Context: an optimization exercise on an open-source flow, tuned for small area, a short achievable clock period and few clock cycles per item. The choices shown serve that exercise and are no tape-out recipe. Function was not checked in any run shown here: the RTL went through the layout flow alone. Power figures rest on the tool's default switching activity, not on a simulated workload.

`design/flow/design.v`:
```
module uecp_frame_dec (
    input  wire       clk,
    input  wire       rst,
    input  wire       in_valid,
    output wire       in_ready,
    input  wire [7:0] in_data,
    input  wire       in_last,
    output reg        res_valid,
    input  wire       res_ready,
    output reg  [2:0] res_status,
    output wire [9:0] res_site,
    output wire [5:0] res_enc,
    output wire [7:0] res_seq,
    output wire [7:0] res_mel,
    output wire [7:0] res_nelem
);
    localparam [2:0] ST_OK      = 3'd0;
    localparam [2:0] ST_UNKNOWN = 3'd1;
    localparam [2:0] ST_CRC     = 3'd2;
    localparam [2:0] ST_SHORT   = 3'd4;
    localparam [1:0] W_CODE  = 2'd0;   
    localparam [1:0] W_SKIPC = 2'd1;   
    localparam [1:0] W_SKIPL = 2'd2;   
    localparam [1:0] W_LEN   = 2'd3;   
    function [2:0] lut;
        input [7:0] b;
        input       off;
        reg c01, c02, c03, c07, c0A, c13, c1A, c16, c0D, c19, c1C, c2D, c17;
        begin
            c01 = off ? (b == 8'h04) : (b == 8'h01);
            c02 = off ? (b == 8'h05) : (b == 8'h02);
            c03 = off ? (b == 8'h06) : (b == 8'h03);
            c07 = off ? (b == 8'h0A) : (b == 8'h07);
            c0A = off ? (b == 8'h0D) : (b == 8'h0A);
            c13 = off ? (b == 8'h16) : (b == 8'h13);
            c1A = off ? (b == 8'h1D) : (b == 8'h1A);
            c16 = off ? (b == 8'h19) : (b == 8'h16);
            c0D = off ? (b == 8'h10) : (b == 8'h0D);
            c19 = off ? (b == 8'h1C) : (b == 8'h19);
            c1C = off ? (b == 8'h1F) : (b == 8'h1C);
            c2D = off ? (b == 8'h30) : (b == 8'h2D);
            c17 = off ? (b == 8'h1A) : (b == 8'h17);
            lut[2] = c01 | c02 | c03 | c07 | c0A | c13 | c1A | c16 | c0D |
                     c19 | c1C | c2D | c17;
            lut[1] = c2D | c17;
            lut[0] = c0A | c13 | c16;
        end
    endfunction
    function [3:0] lskip_of;
        input [7:0] b;
        begin
            lskip_of = {b == 8'h02 || b == 8'h0D,
                        b == 8'h01,
                        b == 8'h02 || b == 8'h03 || b == 8'h07 || b == 8'h1A ||
                        b == 8'h0A || b == 8'h13,
                        b == 8'h03 || b == 8'h07 || b == 8'h1A || b == 8'h16 ||
                        b == 8'h19 || b == 8'h1C};
        end
    endfunction
    function [15:0] crc_step;
        input [15:0] a_in;
        input [7:0]  c;
        reg   [15:0] a;
        begin
            a = {a_in[7:0], a_in[15:8]};
            a = a ^ {8'h00, c};
            a = a ^ {12'h000, a[7:4]};
            a = a ^ {a[3:0], 12'h000};
            a = a ^ {3'b000, a[7:0], 5'b00000};
            crc_step = a;
        end
    endfunction
    reg        rdy;           
    reg        first;         
    reg        esc;           
    reg  [7:0] u_r;           
    reg  [2:0] l_r;           
    reg        uz_r;          
    reg        uv_r;          
    reg        end_r;         
    reg        rst_r;         
    reg        u_go, e_go;    
    assign in_ready = rdy;
    wire accept = in_valid && rdy;
    wire mid    = !first && !in_last;
    always @(posedge clk) begin
        if (rst) begin
            first <= 1'b1;
            esc   <= 1'b0;
        end else if (accept) begin
            first <= in_last;
            if (!in_last)
                esc <= !first && !esc && (in_data == 8'hFD);
        end
    end
    always @(posedge clk)
        rst_r <= rst;
    wire uv_nx  = rdy ? (in_valid && mid && (esc || in_data != 8'hFD)) : uv_r;
    wire end_nx = rdy ? (in_valid && in_last) : end_r;
    wire rdy_nx;
    always @(posedge clk) begin
        if (rst) begin
            uv_r  <= 1'b0;
            end_r <= 1'b0;
            u_go  <= 1'b0;
            e_go  <= 1'b0;
        end else begin
            uv_r  <= uv_nx;
            end_r <= end_nx;
            u_go  <= rdy_nx && uv_nx;
            e_go  <= rdy_nx && end_nx;
        end
    end
    always @(posedge clk) begin
        if (rdy) begin
            u_r      <= esc ? (in_data + 8'hFD) : in_data;
            l_r      <= lut(in_data, esc);
            uz_r     <= esc ? (in_data == 8'h03) : (in_data == 8'h00);
        end
    end
    wire       lv     = l_r[2];
    wire       llen   = l_r[1];
    wire       lskipl = l_r[0];
    wire [3:0] lskip  = lskip_of(u_r);
    reg [15:0] crc;
    reg        crc_ok;        
    reg  [2:0] ph;            
    reg        inb;           
    reg  [7:0] addr_hi, addr_lo, seq, mel;
    reg  [6:0] nelem;         
    reg  [7:0] body_rem;
    reg  [1:0] wstate;
    reg        werr;
    reg  [7:0] skip;
    reg        skip1;         
    assign res_site  = {addr_hi, addr_lo[7:6]};
    assign res_enc   = addr_lo[5:0];
    assign res_seq   = seq;
    assign res_mel   = mel;
    assign res_nelem = {1'b0, nelem};
    reg [2:0] verdict;
    always @(*) begin
        if (esc || ph < 3'd2)
            verdict = ST_SHORT;
        else if (!crc_ok)
            verdict = ST_CRC;
        else if (ph != 3'd6)
            verdict = ST_SHORT;
        else if (werr)
            verdict = ST_UNKNOWN;
        else if (wstate != W_CODE)
            verdict = ST_SHORT;
        else
            verdict = ST_OK;
    end
    wire ok  = !esc && crc_ok && ph == 3'd6 && !werr && wstate == W_CODE;
    wire clr = e_go && !ok;
    wire res_valid_nx = (res_valid && !res_ready) || e_go;
    wire item_nx      = rdy ? (in_valid && (!first || in_last)) : 1'b1;
    assign rdy_nx     = !(item_nx && res_valid_nx);
    always @(posedge clk) begin
        if (rst) begin
            res_valid <= 1'b0;
            rdy       <= 1'b1;
        end else begin
            res_valid <= res_valid_nx;
            rdy       <= rdy_nx;
        end
    end
    always @(posedge clk)
        if (e_go)
            res_status <= verdict;
    wire [15:0] crc_nx = crc_step(crc, u_r);
    always @(posedge clk) begin
        if (rst_r || e_go) begin
            crc    <= 16'hFFFF;
            crc_ok <= 1'b0;
            ph     <= 3'd0;
            inb    <= 1'b0;
        end else if (u_go) begin
            crc    <= crc_nx;
            crc_ok <= (crc_nx == 16'h1D0F);
            if (!ph[2] || (ph == 3'd4 && !inb) || ph == 3'd5)
                ph <= ph + 3'd1;
            if (ph == 3'd3)
                inb <= !uz_r;
            else if (inb && body_rem == 8'd1)
                inb <= 1'b0;
        end
    end
    always @(posedge clk) begin
        if (u_go) begin
            if (ph == 3'd3)
                body_rem <= u_r;
            else
                body_rem <= body_rem - 8'd1;
        end
    end
    always @(posedge clk) begin
        if (clr) begin
            addr_hi <= 8'd0;
            addr_lo <= 8'd0;
            seq     <= 8'd0;
            mel     <= 8'd0;
        end else if (u_go && !ph[2]) begin
            addr_hi <= addr_lo;
            addr_lo <= seq;
            seq     <= mel;
            mel     <= u_r;
        end
    end
    wire b_go = u_go && inb && !werr;
    always @(posedge clk) begin
        if (clr || (u_go && ph == 3'd3))
            nelem <= 7'd0;
        else if (b_go && wstate == W_CODE && lv)
            nelem <= nelem + 7'd1;
    end
    always @(posedge clk) begin
        if (rst_r || e_go) begin
            wstate <= W_CODE;
            werr   <= 1'b0;
        end else if (b_go) begin
            case (wstate)
                W_CODE: begin
                    if (!lv)
                        werr <= 1'b1;
                    else if (llen)
                        wstate <= W_LEN;
                    else
                        wstate <= lskipl ? W_SKIPL : W_SKIPC;
                end
                W_SKIPC, W_SKIPL: begin
                    if (skip1)
                        wstate <= (wstate == W_SKIPL) ? W_LEN : W_CODE;
                end
                W_LEN: begin
                    if (!uz_r)
                        wstate <= W_SKIPC;
                    else
                        wstate <= W_CODE;
                end
            endcase
        end
    end
    always @(posedge clk) begin
        if (b_go) begin
            case (wstate)
                W_CODE:  begin skip <= {4'd0, lskip}; skip1 <= (lskip == 4'd1);       end
                W_LEN:   begin skip <= u_r;           skip1 <= (u_r == 8'd1);       end
                default: begin skip <= skip - 8'd1;   skip1 <= (skip == 8'd2); end
            endcase
        end
    end
endmodule
```
`design/flow/flow/run.sh`:
```
#!/bin/bash
# Standard layout, with the I/O port buffers built from a small buffer cell
# instead of the delay cell buffer_ports picks on its own. Synthesis is the
# standard one (standard.sh synth), so the registers keep their names.
set -euo pipefail
bash standard.sh synth > synth.log 2>&1
bash standard.sh BUFFER_PORTS_ARGS="-buffer_cell sky130_fd_sc_hd__buf_2" finish > layout.log 2>&1
```
`design/flow/standard.sh`:
```
#!/bin/bash
# synth_recipe.tcl (not shown) runs the flow's synth.tcl, then flattens the netlist and writes it again
# the make line also repeats each setting of config.mk as NAME=value (left out here)
make -C /OpenROAD-flow-scripts/flow DESIGN_CONFIG=/design/flow/config.mk WORK_HOME=/design/flow/orfs CLKGATE_MAP_FILE= SYNTH_SCRIPT=/design/flow/synth_recipe.tcl "${@:-finish}"
```
`design/flow/config.mk`:
```
export PLATFORM = sky130hd
export DESIGN_NAME = uecp_frame_dec
export DESIGN_NICKNAME = uecp_frame_dec
export VERILOG_FILES = /design/flow/design.v
export SDC_FILE = /design/flow/constraint.sdc
export NUM_CORES = 4
export LEC_CHECK = 0
export CAP_MARGIN = 20
export CORE_MARGIN = 2
export CORE_UTILIZATION = 40
export SETUP_SLACK_MARGIN = 1.8
export SLEW_MARGIN = 20
```
`design/flow/constraint.sdc`:
```
create_clock -name core_clock -period 3.5 [get_ports {clk}]
set_input_delay 0.7000 -clock core_clock [delete_from_list [all_inputs] [get_ports {clk}]]
set_output_delay 0.7000 -clock core_clock [all_outputs]
set_load 0.01 [all_outputs]
```
==> impl_metrics.tcl, run 1 <==
set metrics [dict create \
    synth_top_cell_by_area "dfxtp_1" \
    seqCellArea_um2 2410 \
    syn-instance-count 585 \
    clkSinkCount 104 \
    syn-num-nets 615 \
    syn_area_um2 5280 \
    grt_setup_unrepaired "yes" \
    yosys.area.top_type_share_pct 27.3 \
    start_util_pct 41.3 \
    drive_above_1_share_pct 24.6 \
    ys.flop_type "dfxtp_1" \
    path_delay_family "compound AO/OA/AOI/OAI gates" \
    ys_warn_count 1 \
    port_buffers 56 \
    avgViaCountPerCell 5.06 \
    grtUsageTotal_pct 16.6 \
    slew_headroom_pct 60.7 \
    drv_cap 0 \
    io_pins 58 \
    crit_type "primary input to register" \
    status "complete, no violations" \
    required_ns 3.58 \
    cp_slowest_cell "o311ai_1" \
    clock-skew-final_ns 0.0122 \
    diodes 0 \
    cp-start-kind "primary input" \
    min_path_type "register to register" \
    drc 0 \
    cts_root_buf "clkbuf_16" \
    post-dp-hpwl_mm 7.79 \
    cp_slowest_stage_delay_ns 0.28 \
    p_per_area_nw_per_um2 401 \
    cts_buffers 9 \
    yosys-top-cells-area "dfxtp_1 27%, edfxtp_1 18%, nand2_1 8.5%" \
    cts_tree "done" \
    setup_violations 0 \
    drt_pass1_iterations 5 \
    synth_edf_count 32 \
    slew_viol_final 0 \
    die_h_um 119 \
    cp_num_buf_inv 2 \
    grt_overflow 0 \
    cts.clk_slew.worst_paths_ns 0.08 \
    h-tree-depth 3 \
    timing.final.crit_share_pct 48.2 \
    hold_viol 0 \
    fin_nets 693 \
    cp_max_fo 5 \
    grt_pass1_vias 3922 \
    drt_iter0_drc 306 \
    layout_setup_ws_ns 1.81 \
    ant_nets 0 \
    fp-row-count 41 \
    die_area_um2 14100 \
    syn_area_per_cell_um2 9.02 \
    ir_worst_vdd_mv 0.236 \
    area_delta_synth_final_pct 22.9 \
    tightestPinTransition_ns 0.588 \
    final.fill_count 1207 \
    clk_latency_ns 0.36 \
    timing.final.crit_period_ns 1.69 \
    antenna_found_initial 0 \
    clockBufferDepth 2 \
    gp_congestion 0.887 \
    pre_cts_ws_ns 1.09 \
    die_w_um 119 \
    ys_seq_area_share_pct 45.5 \
    crit_chain "clkbuf_4, inv_2, ha_2, o21ai_0, nor3_1, o311ai_1, nand4_1" \
    synth_commonest_cells "119 x nand2_1, 72 x dfxtp_1, 50 x a21oi_1" \
    yosysMostFrequentCell "nand2_1" \
    multi_input_comb_area_um2 2840 \
    final.setup.tns_ns 0 \
    p_leak_uw 0.00261 \
    grt_pass1_wl_mm 18.9 \
    arrival_ns 1.77 \
    ys_ff_latch 104 \
    end_kind "register" \
    dr_total_vias 4250 \
    synthArstFlopShare_pct 0 \
    yosysUniqueCellTypes 58 \
    drt_wl_total_mm 12.0 \
    coreArea_um2 12800 \
    wl_per_cell_um 14.3 \
    grt_start_max_net_pins 33 \
    timing.fmax_mhz 593 \
]
==> state kept, by name (all words and copies together), names as in the netlist, 7 cells and up <==
register / cells
crc: 16
nelem: 7
u_r: 8
seq: 8
skip: 8
body_rem: 8
addr_hi: 8
mel: 8
addr_lo: 8
==> cell usage in the layout, fill, tap and decap left out, types with 6 or more instances in the layout <==
cell type | Yosys | routed
clkbuf_16 | 0 | 10
nand3_1 | 12 | 12
xor2_1 | 12 | 12
nor3_1 | 11 | 7
nor2b_1 | 10 | 8
dfxtp_1 | 72 | 70
nand2_1 | 119 | 117
buf_2 | 12 | 54
nor4_1 | 7 | 6
nor2_1 | 38 | 37
xnor2_1 | 29 | 27
a21oi_1 | 50 | 50
mux2i_1 | 12 | 12
edfxtp_1 | 32 | 32
ha_1 | 17 | 11
nand3b_1 | 6 | 6
xnor2_2 | 8 | 6
buf_4 | 3 | 41
o21ai_0 | 24 | 24
nand2b_1 | 7 | 6
inv_1 | 18 | 14
==> tightest hold or removal path, stage by stage, from the launching register on <==
cell and delay (ns):
dfxtp_1 0.31, nand2_1 0.05, a21oi_1 0.05
==> final cells by class <==
| cell class | instances | area share [%] |
|---|---|---|
| clock buffers | 10 | 3.86 |
| clock inverters | 6 | 0.830 |
| inverters | 18 | 1.04 |
| multi-input cells | 428 | 43.8 |
| flip-flops and latches | 104 | 37.2 |
| well taps | 172 | 3.32 |
| repair buffers | 102 | 9.98 |
==> cell families after synthesis <==
logic type	Yosys count	share of synthesized area (%)
and+or+nand+nor	238	21.2
AOI/OAI and AO/OA	108	12.3
DFF	104	45.5
buffers and inverters	53	4.27
xor gates and xnor gates	51	10.1
adders and majority gates	17	4.03
muxes	13	2.49
other	1	0.0711
==> stage by stage <==
stage               hold slack [ns]  utilization [%]  area [µm²]  total power [µW]  std cells
floorplan                     0.441                -        5340              1470        585
global placement              0.441             44.4        5680              1530        783
detailed placement            0.449             44.4        5680              1530        783
CTS                           0.460             48.7        6210              2580        817
global route                  0.473             50.7        6480              2700        840
finish                        0.458             50.7        6480              2600        840
==> metal layers <==
metal / vias to the layer above / wire length [µm] / GRT usage (%)
li1: 2155 / - / -
met4: 0 / 162 / 5.58
met2: 88 / 5870 / 27.4
met1: 1993 / 5520 / 21.7
met5: - / 0 / 0
met3: 14 / 434 / 3.59
==> report_power, final <==
group,total [µW],leakage (µW),internal (µW),switching (µW)
clock,1040,0.000153,543,498
sequential,1290,0.000885,1260,24.6
combinational,269,0.00157,123,146
total,2600,0.00261,1930,669
==> path summary, 6_finish.rpt <==
path	startpoint	to	slack, ns	depth (start not counted)
hold / removal	addr_hi[4]	addr_hi[4]	0.46	2
setup reg to reg	u_r[7]	crc_ok	1.86	5
hold reg to reg	addr_hi[4]	addr_hi[4]	0.46	2
setup / recovery	in_data[1]	l_r[2]	1.81	7
==> repair_timing <==
item / 4_1_cts / 5_1_grt
hold buffers: 0 / 0
pin swaps: 3 / 4
buffers inserted: 18 / 23
endpoints found under the setup margin: 72 / 39
hold endpoints to repair: 0 / 0
resized for setup: 23 / 18
==> inputs of run 2 (changes only) <==
--- a/design/flow/design.v
+++ b/design/flow/design.v
@@ -128,4 +128,3 @@
     reg        inb;           
-    reg  [7:0] addr_hi, addr_lo, seq, mel;
-    reg  [6:0] nelem;         
+    reg  [7:0] addr_hi, addr_lo, seq, mel, nelem;
     reg  [7:0] body_rem;
@@ -139,3 +138,3 @@
     assign res_mel   = mel;
-    assign res_nelem = {1'b0, nelem};
+    assign res_nelem = nelem;
     reg [2:0] verdict;
@@ -214,5 +213,5 @@
         if (clr || (u_go && ph == 3'd3))
-            nelem <= 7'd0;
+            nelem <= 8'd0;
         else if (b_go && wstate == W_CODE && lv)
-            nelem <= nelem + 7'd1;
+            nelem <= nelem + 8'd1;
     end
==> design/flow/flow/run.sh (replaced) <==
#!/bin/bash
# Standard layout with two changes: the I/O port buffers are built from a
# small buffer cell (instead of the delay cell buffer_ports picks on its own),
# and clock tree synthesis inserts no dummy loads. Synthesis is the standard
# one (standard.sh synth), so the registers keep their names.
set -euo pipefail
bash standard.sh synth > synth.log 2>&1
bash standard.sh \
  BUFFER_PORTS_ARGS="-buffer_cell sky130_fd_sc_hd__buf_2" \
  CTS_ARGS="-sink_clustering_enable -repair_clock_nets -dont_use_dummy_load" \
  finish > layout.log 2>&1
==> impl_metrics.tcl, run 2 <==
set metrics [dict create \
    rr_endpoint "crc_ok" \
    yosysUniqueCellTypes 52 \
    timing.final.crit_period_ns 1.79 \
    cts_buffers 9 \
    largest_reg_flops 16 \
    grt_pass1_wl_mm 19.8 \
    setup_violations 0 \
    coreArea_um2 12700 \
    clk_latency_ns 0.34 \
    hold_buffers 0 \
    synthArstFlopShare_pct 0 \
    avgViaCountPerCell 5.06 \
    pre_cts_ws_ns 1.21 \
    yosysMostFrequentCell "nand2_1" \
    grtUsageTotal_pct 17.6 \
    grt_pass1_vias 3893 \
    fin_nets 697 \
    ys_ff_latch 105 \
    status "complete, no violations" \
    cp-start-kind "primary input" \
    cts.clk_slew.worst_paths_ns 0.07 \
    drv_cap 0 \
    min_path_type "register to register" \
    die_area_um2 13900 \
    ir_worst_vdd_mv 0.258 \
    gp_congestion 0.865 \
    switchingPower_uw 568 \
    diodes 0 \
    grt_overflow 0 \
    port_buffers 57 \
    synth_top_cell_by_area "dfxtp_1" \
    power_frac_comb_pct 11.5 \
    hold_viol 0 \
    timing.fmax_mhz 557 \
    drt_pass1_iterations 4 \
    slew_viol_final 0 \
    ys.flop_type "dfxtp_1" \
    h-tree-depth 3 \
    required_ns 3.57 \
    syn-instance-count 596 \
    syn_area_um2 5200 \
    final.setup.tns_ns 0 \
    arrival_ns 1.87 \
    drt_wl_total_mm 12.4 \
    grt_setup_unrepaired "yes" \
    yosys.area.top_type_share_pct 28.1 \
    clock-skew-final_ns 0.0242 \
    yosys-top-cells-area "dfxtp_1 28%, edfxtp_1 18%, nand2_1 9.1%" \
    top_register "crc" \
    p_per_area_nw_per_um2 378 \
    drc 0 \
    crit_type "primary input to register" \
    timing.final.crit_share_pct 51.3 \
    cp_max_fo 5 \
    p_leak_uw 0.00248 \
    synth_edf_count 32 \
    post-dp-hpwl_mm 8.16 \
    ys_seq_area_share_pct 46.6 \
    antenna_found_initial 0 \
    synth_commonest_cells "126 x nand2_1, 73 x dfxtp_1, 58 x a21oi_1" \
    io_pins 58 \
    seqPwrFrac_pct 53.7 \
    tightestPinTransition_ns 0.694 \
    start_util_pct 41.0 \
    cts_root_buf "clkbuf_16" \
    end_kind "register" \
    drive_above_1_share_pct 22.9 \
    ys_warn_count 1 \
    clkPwrFrac_pct 34.8 \
    final_common_cell "nand2_1" \
    drt_iter0_drc 196 \
    area_delta_synth_final_pct 23.4 \
    reg2regPathDepth 8 \
    layout_setup_ws_ns 1.71 \
    layout_common_cells "125 x nand2_1, 69 x dfxtp_1, 55 x a21oi_1, 52 x buf_2" \
    cts_tree "done" \
    switching_share_pct 23.4 \
    die_h_um 118 \
    r2r-start "u_r[6]" \
    intPower_uw 1860 \
    dr_total_vias 4237 \
    syn-num-nets 626 \
    cp-endpoint "l_r[2]" \
    reg2reg_slack_ns 1.79 \
    die_w_um 118 \
    clkSinkCount 105 \
    grt_start_max_net_pins 48 \
    ant_nets 0 \
    syn_area_per_cell_um2 8.72 \
    startpoint "in_data[0]" \
    slew_headroom_pct 53.7 \
    wl_per_cell_um 14.8 \
    fp-row-count 41 \
    clockBufferDepth 2 \
]
-- run 2: changes by cell type after synthesis, sizes merged, moves of 7 or more --
cell,before,now
a21oi,50,58
buf,15,7
clkbuf,20,30
nand2,119,126
xnor2,38,30
xor2,13,20
-- run 2: layout make-up --
type,count,area [µm²]
clock buffers,9,225
fillers,1174,6260
inverters,19,78.8
multi-input cells,435,2810
flip-flops and latches,105,2430
well taps,172,215
repair buffers,97,657
-- run 2: metal layers --
layer,up-vias,track usage (%),part of all wire [%]
li1,2158,-,-
met1,1990,23.8,47
met2,75,28.1,48
met3,14,3.34,4.0
met4,0,5.95,1.6
met5,-,0,0
-- run 2: stage by stage --
stage	utilization, %	std cells	power, µW	instance area [µm²]	hold WS [ns]
finish	50.6	837	2430	6410	0.459
global route	50.6	837	2520	6410	0.482
CTS	48.9	827	2420	6190	0.463
detailed placement	44.3	791	1530	5610	0.451
global placement	44.3	791	1530	5610	0.442
floorplan	-	596	1470	5250	0.441
-- run 2: critical path, cell delays in order --
cell and delay [ns]:
buf_12 0.10, inv_8 0.03, buf_4 0.13, ha_1 0.22, nand2_1 0.07, o21ai_0 0.07
nand3_1 0.10, a21oi_1 0.07, or3_1 0.38
-- run 2: how the worst min path moves through the flow --
stage | from | slack [ns] | to | cells after the start
3_5_place_dp | addr_hi[2] | 0.45 | addr_hi[2] | 2
3_3_place_gp | addr_hi[2] | 0.44 | addr_hi[2] | 2
4_1_cts | addr_hi[2] | 0.46 | addr_hi[2] | 2
5_1_grt | addr_hi[0] | 0.48 | addr_hi[0] | 2
2_1_floorplan | end_r | 0.44 | end_r | 2
6_report | addr_hi[2] | 0.46 | addr_hi[2] | 2
-- run 2: cell families after synthesis --
family	share of synthesized area (%)
simple gates	22.2
flops	46.6
mux	1.54
xor+xnor	9.01
compound gates	12.3
fa+ha+maj	4.09
buf+inv	4.21
-- run 2: repair_timing --
action | CTS | global route
pin swaps | 9 | 14
gates cloned | 0 | 0
setup endpoints to repair | 62 | 58
buffers inserted | 27 | 10
resized for setup | 32 | 32
-- run 2: power by group through the flow --
stage	Sequential (µW)	Clock (µW)	Combinational, µW
after floorplan	1330	0	140
after global placement	1350	0	183
after detailed placement	1350	0	188
after CTS	1300	868	248
after global routing	1310	912	302
final	1300	844	279
==> inputs of run 3 (changes only) <==
--- a/design/flow/design.v
+++ b/design/flow/design.v
@@ -24,3 +24,3 @@
     localparam [1:0] W_LEN   = 2'd3;   
-    function [2:0] lut;
+    function [6:0] lut;
         input [7:0] b;
@@ -42,17 +42,10 @@
             c17 = off ? (b == 8'h1A) : (b == 8'h17);
-            lut[2] = c01 | c02 | c03 | c07 | c0A | c13 | c1A | c16 | c0D |
+            lut[6] = c01 | c02 | c03 | c07 | c0A | c13 | c1A | c16 | c0D |
                      c19 | c1C | c2D | c17;
-            lut[1] = c2D | c17;
-            lut[0] = c0A | c13 | c16;
-        end
-    endfunction
-    function [3:0] lskip_of;
-        input [7:0] b;
-        begin
-            lskip_of = {b == 8'h02 || b == 8'h0D,
-                        b == 8'h01,
-                        b == 8'h02 || b == 8'h03 || b == 8'h07 || b == 8'h1A ||
-                        b == 8'h0A || b == 8'h13,
-                        b == 8'h03 || b == 8'h07 || b == 8'h1A || b == 8'h16 ||
-                        b == 8'h19 || b == 8'h1C};
+            lut[5] = c2D | c17;
+            lut[4] = c0A | c13 | c16;
+            lut[3] = c02 | c0D;
+            lut[2] = c01;
+            lut[1] = c02 | c03 | c07 | c1A | c0A | c13;
+            lut[0] = c03 | c07 | c1A | c16 | c19 | c1C;
         end
@@ -76,3 +69,3 @@
     reg  [7:0] u_r;           
-    reg  [2:0] l_r;           
+    reg  [6:0] l_r;           
     reg        uz_r;          
@@ -120,6 +113,6 @@
     end
-    wire       lv     = l_r[2];
-    wire       llen   = l_r[1];
-    wire       lskipl = l_r[0];
-    wire [3:0] lskip  = lskip_of(u_r);
+    wire       lv     = l_r[6];
+    wire       llen   = l_r[5];
+    wire       lskipl = l_r[4];
+    wire [3:0] lskip  = l_r[3:0];
     reg [15:0] crc;
==> impl_metrics.tcl, run 3 <==
set metrics [dict create \
    ys_seq_area_share_pct 48.3 \
    drv_cap 0 \
    ys_ff_latch 109 \
    timing.final.crit_share_pct 55.2 \
    drt_wl_total_mm 11.6 \
    syn-instance-count 597 \
    syn-num-nets 627 \
    synthArstFlopShare_pct 0 \
    fp-row-count 41 \
    layout_common_cells "129 x nand2_1, 70 x dfxtp_1, 53 x buf_2, 52 x a21oi_1, 36 x edfxtp_1" \
    gp_congestion 0.913 \
    post-dp-hpwl_mm 7.62 \
    min_path_type "register to register" \
    start_util_pct 41.4 \
    hold_viol 0 \
    yosys-top-cells-area "dfxtp_1 28%, edfxtp_1 21%, nand2_1 9.3%" \
    routed.top_layer "met4" \
    grtUsageTotal_pct 16.2 \
    setup_violations 0 \
    cts_buffers 9 \
    yosys.area.top_type_share_pct 27.8 \
    h-tree-depth 3 \
    yosysUniqueCellTypes 45 \
    antenna_found_initial 0 \
    syn_area_um2 5260 \
    wl_met2_mm 5.56 \
    clock-skew-final_ns 0.0293 \
    status "complete, no violations" \
    p_per_area_nw_per_um2 384 \
    fin_nets 681 \
    pre_cts_ws_ns 1.01 \
    drive_above_1_share_pct 19.9 \
    ir_worst_vdd_mv 0.230 \
    slew_viol_final 0 \
    largest_reg_flops 16 \
    grt_overflow 0 \
    drc 0 \
    grt_pass1_wl_mm 18.6 \
    synth_commonest_cells "131 x nand2_1, 73 x dfxtp_1, 52 x a21oi_1" \
    cts_tree "done" \
    crit_type "primary input to register" \
    drt_pass1_iterations 4 \
    clockBufferDepth 2 \
    dr_total_vias 4235 \
    top_register "crc" \
    end_kind "register" \
    arrival_ns 2.01 \
    ant_nets 0 \
    p_total_uw 2450 \
    ys.flop_type "dfxtp_1" \
    drt-met1-wl_mm 5.48 \
    hold_buffers 0 \
    final_common_cell "nand2_1" \
    layout_setup_ws_ns 1.57 \
    wl_met3_um 451 \
    grt_setup_unrepaired "yes" \
    io_pins 58 \
    tightestPinTransition_ns 0.606 \
    wl_per_cell_um 14.1 \
    cp_max_fo 9 \
    die_h_um 119 \
    synth_edf_count 36 \
    final.setup.tns_ns 0 \
    slew_headroom_pct 59.4 \
    coreArea_um2 12700 \
    synth_top_cell_by_area "dfxtp_1" \
    clkSinkCount 109 \
    cts_root_buf "clkbuf_16" \
    port_buffers 57 \
    timing.final.crit_period_ns 1.93 \
    cp-start-kind "primary input" \
    clk_latency_ns 0.36 \
    drt_iter0_drc 285 \
    cts.clk_slew.worst_paths_ns 0.08 \
    yosysMostFrequentCell "nand2_1" \
    ys_warn_count 1 \
    required_ns 3.58 \
    die_area_um2 14100 \
    timing.fmax_mhz 517 \
    grt_start_max_net_pins 48 \
    diodes 0 \
    die_w_um 119 \
    grt_pass1_vias 3800 \
    syn_area_per_cell_um2 8.81 \
    p_leak_uw 0.00242 \
    avgViaCountPerCell 5.16 \
    area_delta_synth_final_pct 21.4 \
]
-- run 3: cell count changes after synthesis, sizes merged, moves of 4 or more --
cell    previous run  this run
nor2              36        30
a21oi             58        52
nand2            126       131
edfxtp            32        36
or2                6         2
buf                7         3
o21ai             26        36
-- run 3: cell type report --
type | instances | area (µm²)
clock buffers | 9 | 225
multi-input cells | 437 | 2790
fillers | 1263 | 6340
repair buffers | 77 | 541
well taps | 172 | 215
inverters | 17 | 66.3
flip-flops and latches | 109 | 2550
-- run 3: path summary, 6_finish.rpt --
check / from / endpoint / slack (ns) / cells past startpoint
setup reg to reg: esc / l_r[6] / 1.65 / 5
hold / removal: addr_hi[1] / addr_hi[1] / 0.45 / 2
setup / recovery: in_data[0] / l_r[6] / 1.57 / 8
hold reg to reg: addr_hi[1] / addr_hi[1] / 0.45 / 2
-- run 3: cell families after synthesis --
| group | share of synthesized area, % |
|---|---|
| simple gates | 22.4 |
| compound gates | 11.4 |
| flops | 48.3 |
| xor+xnor | 8.63 |
| buf+inv | 3.69 |
| fa+ha+maj | 4.04 |
| mux | 1.55 |
-- run 3: power breakdown --
| group | switching (µW) | internal [µW] |
|---|---|---|
| Combinational | 129 | 103 |
| Sequential | 29.2 | 1330 |
| Clock | 405 | 454 |
| Total | 563 | 1890 |
-- run 3: repair_timing --
item	4_1_cts	5_1_grt
buffers inserted	5	8
gates cloned	1	1
gates resized for setup	33	33
pin swaps	8	11
endpoints found under the setup margin	58	28
-- run 3: stage by stage --
stage	cells	hold WS, ns	utilization, %	area (µm²)
finish	821	0.450	50.2	6390
global route	821	0.467	50.2	6390
CTS	812	0.453	48.4	6150
detailed placement	797	0.443	44.8	5700
global placement	797	0.438	44.8	5700
floorplan	597	0.436	-	5330
-- run 3: routing by layer --
metal	up-vias	global-route usage, %
li1	2134	-
met1	1989	21.8
met2	101	25.5
met3	11	2.94
met4	0	6.70
met5	-	0
-- run 3: critical path: stages --
cell,delay (ns)
buf_6,0.12
inv_4,0.04
ha_1,0.22
a21oi_1,0.13
a21oi_1,0.08
o21ai_1,0.14
a21oi_1,0.09
or4_1,0.49
==> inputs of run 4 (changes only) <==
--- a/design/flow/design.v
+++ b/design/flow/design.v
@@ -42,4 +42,3 @@
             c17 = off ? (b == 8'h1A) : (b == 8'h17);
-            lut[6] = c01 | c02 | c03 | c07 | c0A | c13 | c1A | c16 | c0D |
-                     c19 | c1C | c2D | c17;
+            lut[6] = c16 | c19 | c1C;
             lut[5] = c2D | c17;
@@ -70,5 +69,6 @@
     reg  [6:0] l_r;           
-    reg        uz_r;          
+    reg        uz_r, u1_r;    
     reg        uv_r;          
     reg        end_r;         
+    reg        endesc_r;      
     reg        rst_r;         
@@ -84,4 +84,3 @@
             first <= in_last;
-            if (!in_last)
-                esc <= !first && !esc && (in_data == 8'hFD);
+            esc   <= mid && !esc && (in_data == 8'hFD);
         end
@@ -111,5 +110,8 @@
             uz_r     <= esc ? (in_data == 8'h03) : (in_data == 8'h00);
-        end
-    end
-    wire       lv     = l_r[6];
+            u1_r     <= esc ? (in_data == 8'h04) : (in_data == 8'h01);
+            endesc_r <= esc;
+        end
+    end
+    wire       lskip1 = l_r[6];
+    wire       lv     = l_r[5] || l_r[3:0] != 4'd0;    
     wire       llen   = l_r[5];
@@ -134,3 +136,3 @@
     always @(*) begin
-        if (esc || ph < 3'd2)
+        if (endesc_r || ph < 3'd2)
             verdict = ST_SHORT;
@@ -147,3 +149,3 @@
     end
-    wire ok  = !esc && crc_ok && ph == 3'd6 && !werr && wstate == W_CODE;
+    wire ok  = !endesc_r && crc_ok && ph == 3'd6 && !werr && wstate == W_CODE;
     wire clr = e_go && !ok;
@@ -240,4 +242,4 @@
             case (wstate)
-                W_CODE:  begin skip <= {4'd0, lskip}; skip1 <= (lskip == 4'd1);       end
-                W_LEN:   begin skip <= u_r;           skip1 <= (u_r == 8'd1);       end
+                W_CODE:  begin skip <= {4'd0, lskip}; skip1 <= lskip1;         end
+                W_LEN:   begin skip <= u_r;           skip1 <= u1_r;           end
                 default: begin skip <= skip - 8'd1;   skip1 <= (skip == 8'd2); end
==> design/flow/flow/run.sh (replaced) <==
#!/bin/bash
# Standard layout, with the I/O port buffers built from a small buffer cell
# instead of the delay cell buffer_ports picks on its own. Synthesis is the
# standard one (standard.sh synth), so the registers keep their names.
set -euo pipefail
bash standard.sh synth > synth.log 2>&1
bash standard.sh BUFFER_PORTS_ARGS="-buffer_cell sky130_fd_sc_hd__buf_2" finish > layout.log 2>&1
==> impl_metrics.tcl, run 4 <==
set metrics [dict create \
    drc 0 \
    timing.fmax_mhz 569 \
    p_leak_uw 0.00241 \
    arrival_ns 1.98 \
    diodes 0 \
    die_h_um 118 \
    hold_viol 0 \
    drive_above_1_share_pct 25.0 \
    clockBufferDepth 2 \
    cts_tree "done" \
    synthArstFlopShare_pct 0 \
    p_total_uw 2630 \
    antenna_found_initial 0 \
    grt_overflow 0 \
    required_ns 3.73 \
    synth_edf_count 37 \
    setup_violations 0 \
    fin_hold_ws_ns 0.455 \
    io_pins 58 \
    ys_warn_count 1 \
    grt_start_max_net_pins 34 \
    tightestPinTransition_ns 0.739 \
    grtUsageTotal_pct 17.0 \
    largest_reg_flops 16 \
    slew_headroom_pct 50.6 \
    yosysMostFrequentCell "nand2_1" \
    avgViaCountPerCell 5.25 \
    ys.flop_type "dfxtp_1" \
    top_register "crc" \
    status "complete, no violations" \
    yosys-top-cells-area "dfxtp_1 28%, edfxtp_1 21%, nand2_1 6.6%" \
    ant_nets 0 \
    synth_top_cell_by_area "dfxtp_1" \
    wl_per_cell_um 14.8 \
    area_delta_synth_final_pct 23.4 \
    grt_pass1_vias 3877 \
    synth_commonest_cells "92 x nand2_1, 73 x dfxtp_1, 56 x a21oi_1" \
    drv_cap 0 \
    syn_area_um2 5200 \
    clk_latency_ns 0.37 \
    clkSinkCount 110 \
    h-tree-depth 3 \
    fin_nets 666 \
    syn-instance-count 563 \
    die_area_um2 13900 \
    ys_ff_latch 110 \
    cp_max_fo 3 \
    coreArea_um2 12700 \
    yosysUniqueCellTypes 47 \
    grt_setup_unrepaired "yes" \
    layout_common_cells "91 x nand2_1, 69 x dfxtp_1, 57 x buf_2, 53 x a21oi_1, 42 x nor2_1" \
    fin_area_um2 6410 \
    drt_wl_total_mm 12.0 \
    syn_area_per_cell_um2 9.23 \
    grt_pass1_wl_mm 19.2 \
    final.setup.tns_ns 0 \
    cts_root_buf "clkbuf_16" \
    timing.final.crit_period_ns 1.76 \
    syn-num-nets 593 \
    ys_seq_area_share_pct 49.5 \
    p_per_area_nw_per_um2 410 \
    gp_congestion 0.885 \
    dr_total_vias 4267 \
    place_inst 768 \
    start_util_pct 41.0 \
    yosys.area.top_type_share_pct 28.1 \
    min_path_type "register to register" \
    end_kind "register" \
    die_w_um 118 \
    cp-start-kind "register" \
    post-dp-hpwl_mm 7.88 \
    port_buffers 57 \
    fp-row-count 41 \
    drt_pass1_iterations 5 \
    ir_worst_vdd_mv 0.211 \
    finalNonFillerCells 813 \
    drt_iter0_drc 285 \
    slew_viol_final 0 \
    place_area_um2 5640 \
    final_common_cell "nand2_1" \
    clock-skew-final_ns 0.0122 \
    cts_buffers 9 \
    crit_type "register to register" \
    cts.clk_slew.worst_paths_ns 0.09 \
    timing.final.crit_share_pct 50.2 \
]
==> run 4: cell count changes after synthesis, moves of 6 or more <==
cell      previous run  this run
nor2_1              30        43
xor2_1              23        13
xnor2_1             27        37
inv_1               17        24
nand2b_1            16         9
nand2_1            131        92
o21ai_0             34        28
nand3_1             12         6
clkbuf_1            31        24
==> run 4: critical path, stage by stage (launching register included) <==
cell and delay (ns):
edfxtp_1 0.41, or4_4 0.58, or4b_4 0.51, a21oi_2 0.12
==> run 4: cells by family (layout without fill, tap and decap cells) <==
logic type                 Yosys count  after routing  share of synthesized area [%]
muxes                               10             10                           1.95
buffers and inverters               51            129                           3.71
adders and majority gates           17             17                           4.09
DFF                                110            110                           49.5
and+or+nand+nor                    206            206                           19.1
xor gates and xnor gates            50             50                           8.42
AOI/OAI and AO/OA                  119            119                           13.2
==> run 4: worst paths after layout <==
check	cells after the start	from	end	slack [ns]
setup / recovery	3	skip[3]	skip1	1.74
hold / removal	2	addr_hi[7]	addr_hi[7]	0.46
setup reg to reg	3	skip[3]	skip1	1.74
hold reg to reg	2	addr_hi[7]	addr_hi[7]	0.46
==> run 4: per-layer routing <==
layer	track usage (%)	part of all wire (%)	vias to the layer above
met5	0	0	-
met4	5.65	1.4	0
met3	3.88	4.6	14
met2	27.3	48	103
met1	22.6	46	2038
li1	-	-	2112
==> run 4: final cells by class <==
| type | instances | area (µm²) |
|---|---|---|
| Multi-Input combinational cell | 402 | 2680 |
| Timing Repair Buffer | 88 | 526 |
| Timing Repair inverter | 1 | 5.00 |
| Inverter | 24 | 93.8 |
| Clock buffer | 9 | 225 |
| Clock inverter | 7 | 85.1 |
| Sequential cell | 110 | 2580 |
| Tap cell | 172 | 215 |
| Fill cell | 1206 | 6260 |
==> run 4: power breakdown <==
part           internal, µW  switching, µW  leakage [µW]  total [µW]
combinational          86.2            119       0.00130         206
clock                   515            527      0.000147        1040
sequential             1340           35.6      0.000964        1380
==> run 4: timing repair <==
| item | CTS | global route |
|---|---|---|
| pin swaps | 7 | 9 |
| endpoints found under the setup margin | 55 | 66 |
| gates resized for setup | 24 | 37 |
| gates cloned | 0 | 1 |
| hold buffers | 0 | 0 |
| buffers inserted | 10 | 18 |
==> run 4: stage by stage <==
step	setup WS, ns	utilization, %
6_report	1.74	50.6
5_1_grt	1.71	50.6
4_1_cts	1.75	48.4
3_5_place_dp	1.36	44.5
3_3_place_gp	1.41	44.5
2_1_floorplan	1.64	-
==> inputs of run 5 (changes only) <==
--- a/design/flow/config.mk
+++ b/design/flow/config.mk
@@ -10,3 +10,3 @@
 export CORE_UTILIZATION = 40
-export SETUP_SLACK_MARGIN = 1.8
+export SETUP_SLACK_MARGIN = 1.85
 export SLEW_MARGIN = 20
==> impl_metrics.tcl, run 5 <==
set metrics [dict create \
    drive_above_1_share_pct 29.1 \
    ys_seq_area_share_pct 49.5 \
    status "complete, no violations" \
    end_kind "register" \
    ir_worst_vdd_mv 0.272 \
    antenna_found_initial 0 \
    syn-num-nets 593 \
    clk_latency_ns 0.35 \
    drt_pass1_iterations 6 \
    timing.final.crit_share_pct 50.6 \
    cts_tree "done" \
    grtUsageTotal_pct 17.6 \
    switchingPower_uw 651 \
    ys_ff_latch 110 \
    min-delay-start "addr_hi[2]" \
    intPower_uw 2050 \
    io_pins 58 \
    crit_type "register to register" \
    drv_cap 0 \
    area_delta_synth_final_pct 31.3 \
    arrival_ns 2.01 \
    fin_area_um2 6820 \
    synthArstFlopShare_pct 0 \
    reg2regPathDepth 4 \
    setup_violations 0 \
    grt_pass1_wl_mm 19.9 \
    dr_total_vias 4397 \
    rr_endpoint "inb" \
    drc 0 \
    die_area_um2 13900 \
    synth_top_cell_by_area "dfxtp_1" \
    grt_setup_unrepaired "yes" \
    layout_setup_ws_ns 1.73 \
    coreArea_um2 12700 \
    yosys-top-cells-area "dfxtp_1 28%, edfxtp_1 21%, nand2_1 6.6%" \
    yosysUniqueCellTypes 47 \
    clkPwrFrac_pct 39.7 \
    grt_pass1_vias 3927 \
    synth_commonest_cells "92 x nand2_1, 73 x dfxtp_1, 56 x a21oi_1" \
    seqPwrFrac_pct 51.2 \
    clockBufferDepth 2 \
    final.fill_count 1155 \
    grt_overflow 0 \
    post-dp-hpwl_mm 7.90 \
    layout_common_cells "90 x nand2_1, 63 x dfxtp_1, 52 x a21oi_1, 49 x buf_2, 46 x buf_4" \
    cpMostUsedCell "or4_4" \
    cts_root_buf "clkbuf_16" \
    cts_buffers 9 \
    synth_edf_count 37 \
    power_frac_comb_pct 9.1 \
    tightestPinTransition_ns 0.678 \
    cp_slowest_cell "or4_4" \
    fin_nets 685 \
    largest_reg_flops 16 \
    pre_cts_ws_ns 1.34 \
    diodes 0 \
    cts.clk_slew.worst_paths_ns 0.07 \
    die_h_um 118 \
    p_per_area_nw_per_um2 395 \
    timing.fmax_mhz 565 \
    utilization_pct 53.9 \
    hold_depth 2 \
    avgViaCountPerCell 5.28 \
    ys.flop_type "dfxtp_1" \
    syn_area_um2 5200 \
    gp_congestion 0.915 \
    h-tree-depth 3 \
    slew_viol_final 0 \
    syn_area_per_cell_um2 9.23 \
    yosysMostFrequentCell "nand2_1" \
    die_w_um 118 \
    start_util_pct 41.0 \
    fp-row-count 41 \
    syn-instance-count 563 \
    clkSinkCount 110 \
    reg2reg_slack_ns 1.73 \
    place_area_um2 5690 \
    top_register "crc" \
    grt_start_max_net_pins 34 \
    p_leak_uw 0.00258 \
    port_buffers 57 \
    switching_share_pct 24.1 \
    p_total_uw 2700 \
    ant_nets 0 \
    hold_viol 0 \
    cp-start-kind "register" \
    final.setup.tns_ns 0 \
    drt_iter0_drc 346 \
    min_path_type "register to register" \
    timing.final.crit_period_ns 1.77 \
    min_to "addr_hi[2]" \
    wl_per_cell_um 15.5 \
    clock-skew-final_ns 0.00887 \
    slew_headroom_pct 54.7 \
    drt_wl_total_mm 12.9 \
    crit_chain "or4_4, or4_4, a31oi_1, nor2_1" \
    ys_warn_count 1 \
    yosys.area.top_type_share_pct 28.1 \
    r2r-start "body_rem[4]" \
    cp_max_fo 3 \
    required_ns 3.74 \
    cp_slowest_stage_delay_ns 0.58 \
    final_common_cell "nand2_1" \
]
-- run 5: cell counts after synthesis --
Identical to the previous run, type by type.
-- run 5: worst max-delay path, delay by kind of cell, from the launching register on --
family          cells  cell delay (ns)
compound gates      1             0.19
simple gates        3             1.08
flops               1             0.39
-- run 5: final cells by class --
type,count,area [µm²],area share [%]
well taps,172,215,3.15
clock inverters,6,76.3,1.12
repair inverters,1,5.00,0.0733
inverters,24,100,1.47
flip-flops and latches,110,2590,38.0
multi-input cells,402,2810,41.2
clock buffers,10,239,3.50
repair buffers,107,783,11.5
-- run 5: metrics by stage --
step | cells | hold slack (ns)
floorplan | 563 | 0.441
global placement | 768 | 0.440
detailed placement | 768 | 0.444
CTS | 801 | 0.455
global route | 832 | 0.470
finish | 832 | 0.451
-- run 5: how the worst max path moves through the flow --
stage	startpoint	endpoint	slack, ns	cells after the start
after detailed placement	wstate[0]	nelem[7]	1.34	6
after CTS	skip[4]	skip1	1.78	3
after floorplan	in_data[3]	u_r[7]	1.65	5
final	body_rem[4]	inb	1.73	4
after global routing	body_rem[4]	inb	1.71	4
after global placement	wstate[0]	nelem[7]	1.44	6
-- run 5: cells by family after synthesis --
logic type	count (synthesis)	synth area share, %
and+or+nand+nor	206	19.1
AOI/OAI and AO/OA	119	13.2
buffers and inverters	51	3.71
DFF	110	49.5
xor gates and xnor gates	50	8.42
adders and majority gates	17	4.09
muxes	10	1.95
-- run 5: what timing repair did --
action / CTS / global route
setup buffers: 16 / 29
setup endpoints to repair: 77 / 65
cloned: 1 / 2
hold buffers: 0 / 0
hold endpoints to repair: 0 / 0
pin swaps: 6 / 15
gates resized for setup: 46 / 50
-- run 5: routing by layer --
layer / track usage, % / vias to the layer above / part of all wire [%]
li1: - / 2156 / -
met5: 0 / - / 0
met3: 2.66 / 26 / 4.5
met4: 5.57 / 0 / 2.1
met1: 23.5 / 2060 / 44
met2: 29.2 / 155 / 49
-- run 5: power groups by stage --
| stage | Sequential, µW | Clock, µW | Combinational, µW |
|---|---|---|---|
| final | 1380 | 1070 | 246 |
| after global routing | 1380 | 1140 | 268 |
| after CTS | 1380 | 1080 | 205 |
| after detailed placement | 1410 | 0 | 183 |
| after global placement | 1410 | 0 | 181 |
| after floorplan | 1410 | 0 | 131 |
==> inputs of run 6 (changes only) <==
--- a/design/flow/design.v
+++ b/design/flow/design.v
@@ -24,3 +24,3 @@
     localparam [1:0] W_LEN   = 2'd3;   
-    function [6:0] lut;
+    function [7:0] lut;
         input [7:0] b;
@@ -42,3 +42,5 @@
             c17 = off ? (b == 8'h1A) : (b == 8'h17);
-            lut[6] = c16 | c19 | c1C;
+            lut[7] = c16 | c19 | c1C;
+            lut[6] = c01 | c02 | c03 | c07 | c0A | c13 | c1A | c16 | c0D |
+                     c19 | c1C | c2D | c17;
             lut[5] = c2D | c17;
@@ -68,3 +70,3 @@
     reg  [7:0] u_r;           
-    reg  [6:0] l_r;           
+    reg  [7:0] l_r;           
     reg        uz_r, u1_r;    
@@ -114,4 +116,4 @@
     end
-    wire       lskip1 = l_r[6];
-    wire       lv     = l_r[5] || l_r[3:0] != 4'd0;    
+    wire       lskip1 = l_r[7];
+    wire       lv     = l_r[6];
     wire       llen   = l_r[5];
@@ -123,3 +125,4 @@
     reg        inb;           
-    reg  [7:0] addr_hi, addr_lo, seq, mel, nelem;
+    reg  [7:0] addr_hi, addr_lo, seq, mel;
+    reg  [6:0] nelem;         
     reg  [7:0] body_rem;
@@ -133,3 +136,3 @@
     assign res_mel   = mel;
-    assign res_nelem = nelem;
+    assign res_nelem = {1'b0, nelem};
     reg [2:0] verdict;
@@ -208,5 +211,5 @@
         if (clr || (u_go && ph == 3'd3))
-            nelem <= 8'd0;
-        else if (b_go && wstate == W_CODE && lv)
-            nelem <= nelem + 8'd1;
+            nelem <= 7'd0;
+        else if (b_go && ((wstate == W_SKIPC && skip1) || (wstate == W_LEN && uz_r)))
+            nelem <= nelem + 7'd1;        
     end
--- a/design/flow/config.mk
+++ b/design/flow/config.mk
@@ -10,3 +10,3 @@
 export CORE_UTILIZATION = 40
-export SETUP_SLACK_MARGIN = 1.85
+export SETUP_SLACK_MARGIN = 1.8
 export SLEW_MARGIN = 20
==> impl_metrics.tcl, run 6 <==
set metrics [dict create \
    slew_viol_final 0 \
    cp_slowest_stage_delay_ns 0.50 \
    hold_buffers 0 \
    grt_pass1_wl_mm 19.3 \
    avgViaCountPerCell 5.04 \
    crit_type "primary input to register" \
    yosys.area.top_type_share_pct 27.4 \
    synthArstFlopShare_pct 0 \
    cp_slowest_cell "or4_1" \
    yosysMostFrequentCell "nand2_1" \
    end_kind "register" \
    gp_congestion 0.840 \
    h-tree-depth 3 \
    syn_area_um2 5260 \
    drive_above_1_share_pct 21.7 \
    fin_nets 667 \
    yosys-top-cells-area "dfxtp_1 27%, edfxtp_1 22%, nand2_1 8.9%" \
    wl_per_cell_um 14.5 \
    dr_total_vias 4097 \
    r2r-start "esc" \
    grtUsageTotal_pct 16.8 \
    required_ns 3.58 \
    die_h_um 119 \
    synth_edf_count 38 \
    largest_reg_flops 16 \
    antenna_found_initial 0 \
    cp_num_buf_inv 1 \
    ys_ff_latch 110 \
    layout_common_cells "124 x nand2_1, 67 x dfxtp_1, 51 x a21oi_1, 50 x buf_2, 38 x edfxtp_1" \
    hold_depth 2 \
    place_area_um2 5710 \
    fp-row-count 41 \
    finalNonFillerCells 813 \
    status "complete, no violations" \
    clk_latency_ns 0.35 \
    path_delay_family "simple AND/OR/NAND/NOR gates" \
    ys_seq_area_share_pct 49.1 \
    ir_worst_vdd_mv 0.236 \
    post-dp-hpwl_mm 7.80 \
    ant_nets 0 \
    clkSinkCount 110 \
    cts_buffers 9 \
    clockBufferDepth 2 \
    ys.flop_type "dfxtp_1" \
    grt_overflow 0 \
    final.fill_count 1206 \
    top_register "crc" \
    timing.final.crit_period_ns 1.94 \
    timing.fmax_mhz 515 \
    synth_commonest_cells "125 x nand2_1, 72 x dfxtp_1, 52 x a21oi_1" \
    cp-start-kind "primary input" \
    p_leak_uw 0.00247 \
    min_path_type "register to register" \
    drv_cap 0 \
    syn-instance-count 577 \
    setup_violations 0 \
    grt_pass1_vias 3938 \
    cp_max_fo 7 \
    min_to "addr_hi[6]" \
    fin_area_um2 6450 \
    clock-skew-final_ns 0.0105 \
    die_area_um2 14100 \
    cts_tree "done" \
    syn-num-nets 608 \
    area_delta_synth_final_pct 22.7 \
    drt_iter0_drc 281 \
    place_inst 781 \
    drt_pass1_iterations 4 \
    yosysUniqueCellTypes 51 \
    drc 0 \
    synth_top_cell_by_area "dfxtp_1" \
    ys_warn_count 1 \
    timing.final.crit_share_pct 55.4 \
    hold_viol 0 \
    coreArea_um2 12700 \
    grt_start_max_net_pins 44 \
    crit_chain "buf_2, or3_1, o22ai_1, a22o_1, or4_1" \
    min-delay-start "addr_hi[6]" \
    cts.clk_slew.worst_paths_ns 0.07 \
    reg2regPathDepth 5 \
    cts_root_buf "clkbuf_16" \
    arrival_ns 2.02 \
    final_common_cell "nand2_1" \
    diodes 0 \
    syn_area_per_cell_um2 9.11 \
    port_buffers 56 \
    p_total_uw 2580 \
    start_util_pct 41.3 \
    final.setup.tns_ns 0 \
    reg2reg_slack_ns 1.80 \
    rr_endpoint "l_r[6]" \
    die_w_um 119 \
    drt_wl_total_mm 11.7 \
    p_per_area_nw_per_um2 400 \
    io_pins 58 \
    grt_setup_unrepaired "yes" \
]
run 6: changes by cell type after synthesis, sizes merged, moves of 4 or more:
cell	previous run	this run
a21oi	56	52
buf	3	8
inv	24	19
nand2	92	125
nand2b	9	13
nor2	43	32
nor2b	6	11
or4	5	1
xnor2	37	33
xor2	13	17
run 6: final cells by class:
| cell class | instances | area [µm²] | area share (%) |
|---|---|---|---|
| clock inverter | 6 | 51.3 | 0.795 |
| inverter | 19 | 71.3 | 1.11 |
| multi-input combinational | 419 | 2730 | 42.4 |
| clock buffer | 10 | 229 | 3.55 |
| tap | 172 | 215 | 3.34 |
| sequential | 110 | 2590 | 40.2 |
| timing repair buffer | 77 | 556 | 8.61 |
run 6: cells by family (layout without fill, tap and decap cells):
family | Yosys count | in the layout | share of synthesized area (%)
fa+ha+maj | 18 | 18 | 4.28
buf+inv | 48 | 112 | 3.78
flops | 110 | 110 | 49.1
mux | 11 | 11 | 2.12
compound gates | 107 | 107 | 11.4
xor+xnor | 50 | 50 | 8.90
simple gates | 232 | 232 | 20.3
other cells | 1 | 1 | 0.0713
run 6: how the worst max path moves through the flow:
stage,to,slack [ns],depth (start not counted),start
2_1_floorplan,l_r[6],1.47,7,in_data[1]
3_3_place_gp,l_r[6],1.11,8,in_data[0]
3_5_place_dp,l_r[6],1.05,8,in_data[0]
4_1_cts,l_r[6],1.57,6,in_data[3]
5_1_grt,l_r[6],1.53,7,in_data[1]
6_report,l_r[6],1.56,5,in_data[5]
run 6: power by group:
part,internal (µW),switching (µW),leakage (µW)
clock,497,483,0.000141
sequential,1350,31.7,0.000962
combinational,99.5,120,0.00137
run 6: metrics by stage:
step	hold slack, ns	utilization (%)	setup WS (ns)
global route	0.472	50.7	1.53
global placement	0.439	44.9	1.11
floorplan	0.403	-	1.47
CTS	0.456	48.7	1.57
detailed placement	0.445	44.9	1.05
finish	0.451	50.7	1.56
run 6: timing repair:
| item | in CTS | in global routing |
|---|---|---|
| pin swaps | 2 | 4 |
| endpoints found under the setup margin | 52 | 58 |
| endpoints found under the hold margin | 0 | 0 |
| cloned | 1 | 1 |
| resized for setup | 32 | 31 |
| buffers inserted | 4 | 10 |
run 6: per-layer routing:
layer	part of all wire, %	GRT usage, %	up-vias
met1	47	22.6	1911
met3	4.1	2.51	17
met2	47	26.7	87
met4	2.2	7.51	0
li1	-	-	2082
met5	0	0	-
run 6: worst min-delay path, stage by stage, from the launching register on:
cell and delay, ns:
dfxtp_1 0.31, nand2_1 0.05, a21oi_1 0.05
==> inputs of run 7 (changes only) <==
--- a/design/flow/design.v
+++ b/design/flow/design.v
@@ -76,3 +76,3 @@
     reg        rst_r;         
-    reg        u_go, e_go;    
+    reg        pend;          
     assign in_ready = rdy;
@@ -91,5 +91,3 @@
         rst_r <= rst;
-    wire uv_nx  = rdy ? (in_valid && mid && (esc || in_data != 8'hFD)) : uv_r;
-    wire end_nx = rdy ? (in_valid && in_last) : end_r;
-    wire rdy_nx;
+    wire end_nx = accept && in_last;
     always @(posedge clk) begin
@@ -98,20 +96,16 @@
             end_r <= 1'b0;
-            u_go  <= 1'b0;
-            e_go  <= 1'b0;
         end else begin
-            uv_r  <= uv_nx;
+            uv_r  <= accept && mid && (esc || in_data != 8'hFD);
             end_r <= end_nx;
-            u_go  <= rdy_nx && uv_nx;
-            e_go  <= rdy_nx && end_nx;
-        end
-    end
-    always @(posedge clk) begin
-        if (rdy) begin
-            u_r      <= esc ? (in_data + 8'hFD) : in_data;
-            l_r      <= lut(in_data, esc);
-            uz_r     <= esc ? (in_data == 8'h03) : (in_data == 8'h00);
-            u1_r     <= esc ? (in_data == 8'h04) : (in_data == 8'h01);
-            endesc_r <= esc;
-        end
-    end
+        end
+    end
+    always @(posedge clk) begin
+        u_r      <= esc ? (in_data + 8'hFD) : in_data;
+        l_r      <= lut(in_data, esc);
+        uz_r     <= esc ? (in_data == 8'h03) : (in_data == 8'h00);
+        u1_r     <= esc ? (in_data == 8'h04) : (in_data == 8'h01);
+        endesc_r <= esc;
+    end
+    wire u_go = uv_r;
+    wire e_go = end_r;
     wire       lskip1 = l_r[7];
@@ -153,6 +147,11 @@
     wire ok  = !endesc_r && crc_ok && ph == 3'd6 && !werr && wstate == W_CODE;
-    wire clr = e_go && !ok;
-    wire res_valid_nx = (res_valid && !res_ready) || e_go;
-    wire item_nx      = rdy ? (in_valid && (!first || in_last)) : 1'b1;
-    assign rdy_nx     = !(item_nx && res_valid_nx);
+    wire busy  = res_valid && !res_ready;
+    wire put_e = e_go && !busy;            
+    wire put_p = pend && !busy;            
+    wire clr   = (put_e && !ok) || put_p;
+    wire res_valid_nx = busy || put_e || put_p;
+    wire pend_nx      = busy && (pend || e_go);
+    wire first_nx     = accept ? in_last : first;
+    wire rdy_nx       = first_nx ? !(pend_nx || (end_nx && res_valid_nx))
+                                 : !(res_valid_nx || end_nx || pend_nx);
     always @(posedge clk) begin
@@ -160,2 +159,3 @@
             res_valid <= 1'b0;
+            pend      <= 1'b0;
             rdy       <= 1'b1;
@@ -163,2 +163,3 @@
             res_valid <= res_valid_nx;
+            pend      <= pend_nx;
             rdy       <= rdy_nx;
@@ -167,4 +168,4 @@
     always @(posedge clk)
-        if (e_go)
-            res_status <= verdict;
+        if (put_e || put_p)
+            res_status <= put_e ? verdict : ST_SHORT;
     wire [15:0] crc_nx = crc_step(crc, u_r);
==> impl_metrics.tcl, run 7 <==
set metrics [dict create \
    drv_cap 0 \
    hold_buffers 0 \
    p_leak_uw 0.00254 \
    synth-compound-area-share_pct 13.0 \
    slew_headroom_pct 43.7 \
    cts.clk_slew.worst_paths_ns 0.07 \
    cp_max_fo 10 \
    setup_violations 0 \
    drt_iter0_drc 217 \
    cts_tree "done" \
    arrival_ns 2.02 \
    path_delay_family "simple AND/OR/NAND/NOR gates" \
    switchingPower_uw 624 \
    syn-instance-count 583 \
    yosysUniqueCellTypes 56 \
    syn_area_um2 5140 \
    yosys-top-cells-area "dfxtp_1 35%, edfxtp_1 12%, nand2_1 8.9%" \
    utilization_pct 51.4 \
    timing.final.crit_share_pct 51.6 \
    pre_cts_ws_ns 1.07 \
    min_path_type "register to register" \
    power_frac_comb_pct 9.0 \
    h-tree-depth 3 \
    drc 0 \
    layout_setup_ws_ns 1.69 \
    area_delta_synth_final_pct 25.8 \
    drt_wl_total_mm 11.8 \
    syn_area_per_cell_um2 8.82 \
    die_w_um 117 \
    synthAdderAreaFrac_pct 4.38 \
    place_area_um2 5590 \
    required_ns 3.72 \
    yosysMostFrequentCell "nand2_1" \
    cts_buffers 9 \
    gp_congestion 0.878 \
    muxShareOfSynthArea_pct 0.998 \
    synth_simple_gate_area_share_pct 21.1 \
    cp_slowest_cell "or4_1" \
    final.setup.tns_ns 0 \
    post-dp-hpwl_mm 7.86 \
    ys_seq_area_share_pct 46.3 \
    syn-num-nets 614 \
    ys_warn_count 1 \
    crit_type "primary input to register" \
    port_buffers 56 \
    grtUsageTotal_pct 17.3 \
    crit_chain "buf_12, inv_4, ha_4, and3b_1, a211o_1, o211ai_1, nand2_1, or4_1" \
    cp-start-kind "primary input" \
    cp_num_buf_inv 2 \
    synth_top_family_by_area "simple AND/OR/NAND/NOR gates" \
    ys_ff_latch 109 \
    fin_area_um2 6460 \
    slew_viol_final 0 \
    synth_top_cell_by_area "dfxtp_1" \
    cts_root_buf "clkbuf_16" \
    synth_edf_count 20 \
    ys.flop_type "dfxtp_1" \
    top_register "crc" \
    yosys.area.top_type_share_pct 34.7 \
    final_common_cell "nand2_1" \
    grt_pass1_wl_mm 19.7 \
    ir_worst_vdd_mv 0.266 \
    timing.fmax_mhz 554 \
    seqPwrFrac_pct 52.5 \
    io_pins 58 \
    largest_reg_flops 16 \
    drt_pass1_iterations 4 \
    synthArstFlopShare_pct 0 \
    cp_slowest_stage_delay_ns 0.39 \
    fp-row-count 41 \
    antenna_found_initial 0 \
    clockBufferDepth 2 \
    layout_common_cells "122 x nand2_1, 75 x dfxtp_1, 51 x buf_2, 47 x a21oi_1, 41 x nor2_1" \
    clock-skew-final_ns 0.0103 \
    synth_commonest_cells "122 x nand2_1, 89 x dfxtp_1, 47 x a21oi_1" \
    wl_per_cell_um 14.2 \
    drive_above_1_share_pct 23.9 \
    die_h_um 117 \
    end_kind "register" \
    avgViaCountPerCell 5.03 \
    grt_start_max_net_pins 33 \
    status "complete, no violations" \
    fin_nets 680 \
    p_per_area_nw_per_um2 390 \
    tightestPinTransition_ns 0.841 \
    switching_share_pct 24.7 \
    reg2reg_slack_ns 1.81 \
    hold_viol 0 \
    grt_setup_unrepaired "yes" \
    clkPwrFrac_pct 38.4 \
    die_area_um2 13800 \
    start_util_pct 40.9 \
    clkSinkCount 109 \
    ant_nets 0 \
    synth_xor_area_share_pct 10.4 \
    coreArea_um2 12600 \
    grt_overflow 0 \
    timing.final.crit_period_ns 1.81 \
    diodes 0 \
    grt_pass1_vias 3908 \
    clk_latency_ns 0.35 \
    dr_total_vias 4157 \
    intPower_uw 1900 \
]
run 7: cell count changes after synthesis, moves of 5 or more:
cell,previous run,this run
dfxtp_1,72,89
nor2_1,31,42
o21ai_1,0,24
o21ai_0,29,5
a21oi_1,52,47
mux2i_1,10,4
inv_1,19,14
a211o_1,0,5
edfxtp_1,38,20
run 7: through the flow:
stage / hold WS (ns) / instances / power, µW
floorplan: 0.341 / 583 / 1480
global placement: 0.438 / 785 / 1530
detailed placement: 0.444 / 785 / 1540
CTS: 0.453 / 820 / 2540
global route: 0.472 / 826 / 2630
finish: 0.451 / 826 / 2520
run 7: what timing repair did:
item                       in CTS  in global routing
cloned                          1                  0
setup buffers                  18                  6
setup endpoints to repair      56                 19
pin swaps                      12                  7
gates resized for setup        70                 16
run 7: power groups by stage:
stage | Combinational (µW) | Clock, µW | Sequential [µW]
after global placement | 179 | 0 | 1360
after global routing | 249 | 1050 | 1330
after CTS | 220 | 989 | 1330
after detailed placement | 180 | 0 | 1360
final | 228 | 969 | 1330
after floorplan | 130 | 0 | 1350
run 7: cell families (layout without fill, tap and decap cells):
family                     count (synthesis)  after routing
AOI/OAI and AO/OA                        113            113
xor gates and xnor gates                  52             52
adders and majority gates                 18             18
buffers and inverters                     48            119
DFF                                      109            109
muxes                                      5              5
other                                      1              1
and+or+nand+nor                          237            237
run 7: area by class of cell:
cell class | count | area [µm²]
Clock buffer | 9 | 225
Tap cell | 172 | 215
Clock inverter | 7 | 56.3
Sequential cell | 109 | 2420
Multi-Input combinational cell | 426 | 2880
Inverter | 18 | 80.1
Timing Repair Buffer | 85 | 588
Fill cell | 1184 | 6100
run 7: worst paths after layout:
path                    from         end  cells past startpoint
setup / recovery  in_data[0]      l_r[6]                      8
hold / removal    addr_hi[6]  addr_hi[6]                      2
setup reg to reg      u_r[5]      crc_ok                      5
hold reg to reg   addr_hi[6]  addr_hi[6]                      2
run 7: worst register-to-register path, delay by kind of cell (launching register included):
kind / cells / cell delay, ns
simple gates: 2 / 0.50
xor+xnor: 2 / 0.59
compound gates: 1 / 0.13
flops: 1 / 0.39
run 7: routing by layer:
metal | track usage (%) | share of wire (%) | wire (µm) | vias up
met4 | 5.20 | 1.0 | 123 | 0
li1 | - | - | - | 2115
met5 | 0 | 0 | 0 | -
met3 | 2.72 | 3.4 | 401 | 11
met1 | 23.9 | 48 | 5650 | 1947
met2 | 28.0 | 47 | 5580 | 84

-- static timing again, ports no longer ideal --
How much do the figures lean on ideal ports? The routed layouts below were timed once more, with nothing changed but the port constraints.
Step 1 sets driving cells, clkbuf_16 on the clock port and buf_2 on the other inputs (assumed; they add their load-dependent delay and slew).
Step 2, shift: input delay + t, output delay - t, t = (earliest + latest rising clock arrival at the registers) / 2. This alone moves slack from input paths to output paths.
Slacks: no drivers / after step 1 / after step 2; pairs: no drivers / after step 1.
run | t (ns) | setup WS [ns] | worst hold slack (ns) | worst data-port slew with drivers (ns) | pins driven straight from the clock port
run 1 | 0.387 | 1.814 / 1.827 / 1.440 | 0.458 / 0.458 / 0.458 | 0.04 | 1
run 2 | 0.373 | 1.706 / 1.687 / 1.314 | 0.459 / 0.459 / 0.459 | 0.06 | 1
run 3 | 0.377 | 1.567 / 1.566 / 1.189 | 0.450 / 0.450 / 0.450 | 0.04 | 1
run 4 | 0.398 | 1.743 / 1.743 / 1.450 | 0.455 / 0.455 / 0.455 | 0.03 | 1
run 5 | 0.386 | 1.730 / 1.730 / 1.499 | 0.451 / 0.451 / 0.451 | 0.04 | 1
run 6 | 0.384 | 1.560 / 1.574 / 1.190 | 0.451 / 0.451 / 0.451 | 0.06 | 1
run 7 | 0.380 | 1.694 / 1.673 / 1.293 | 0.451 / 0.451 / 0.451 | 0.06 | 1
After both steps every run listed still meets setup and hold. The setup slack of run 7, which loses most, moves by -0.021 ns with the drivers and by -0.401 ns with both steps.
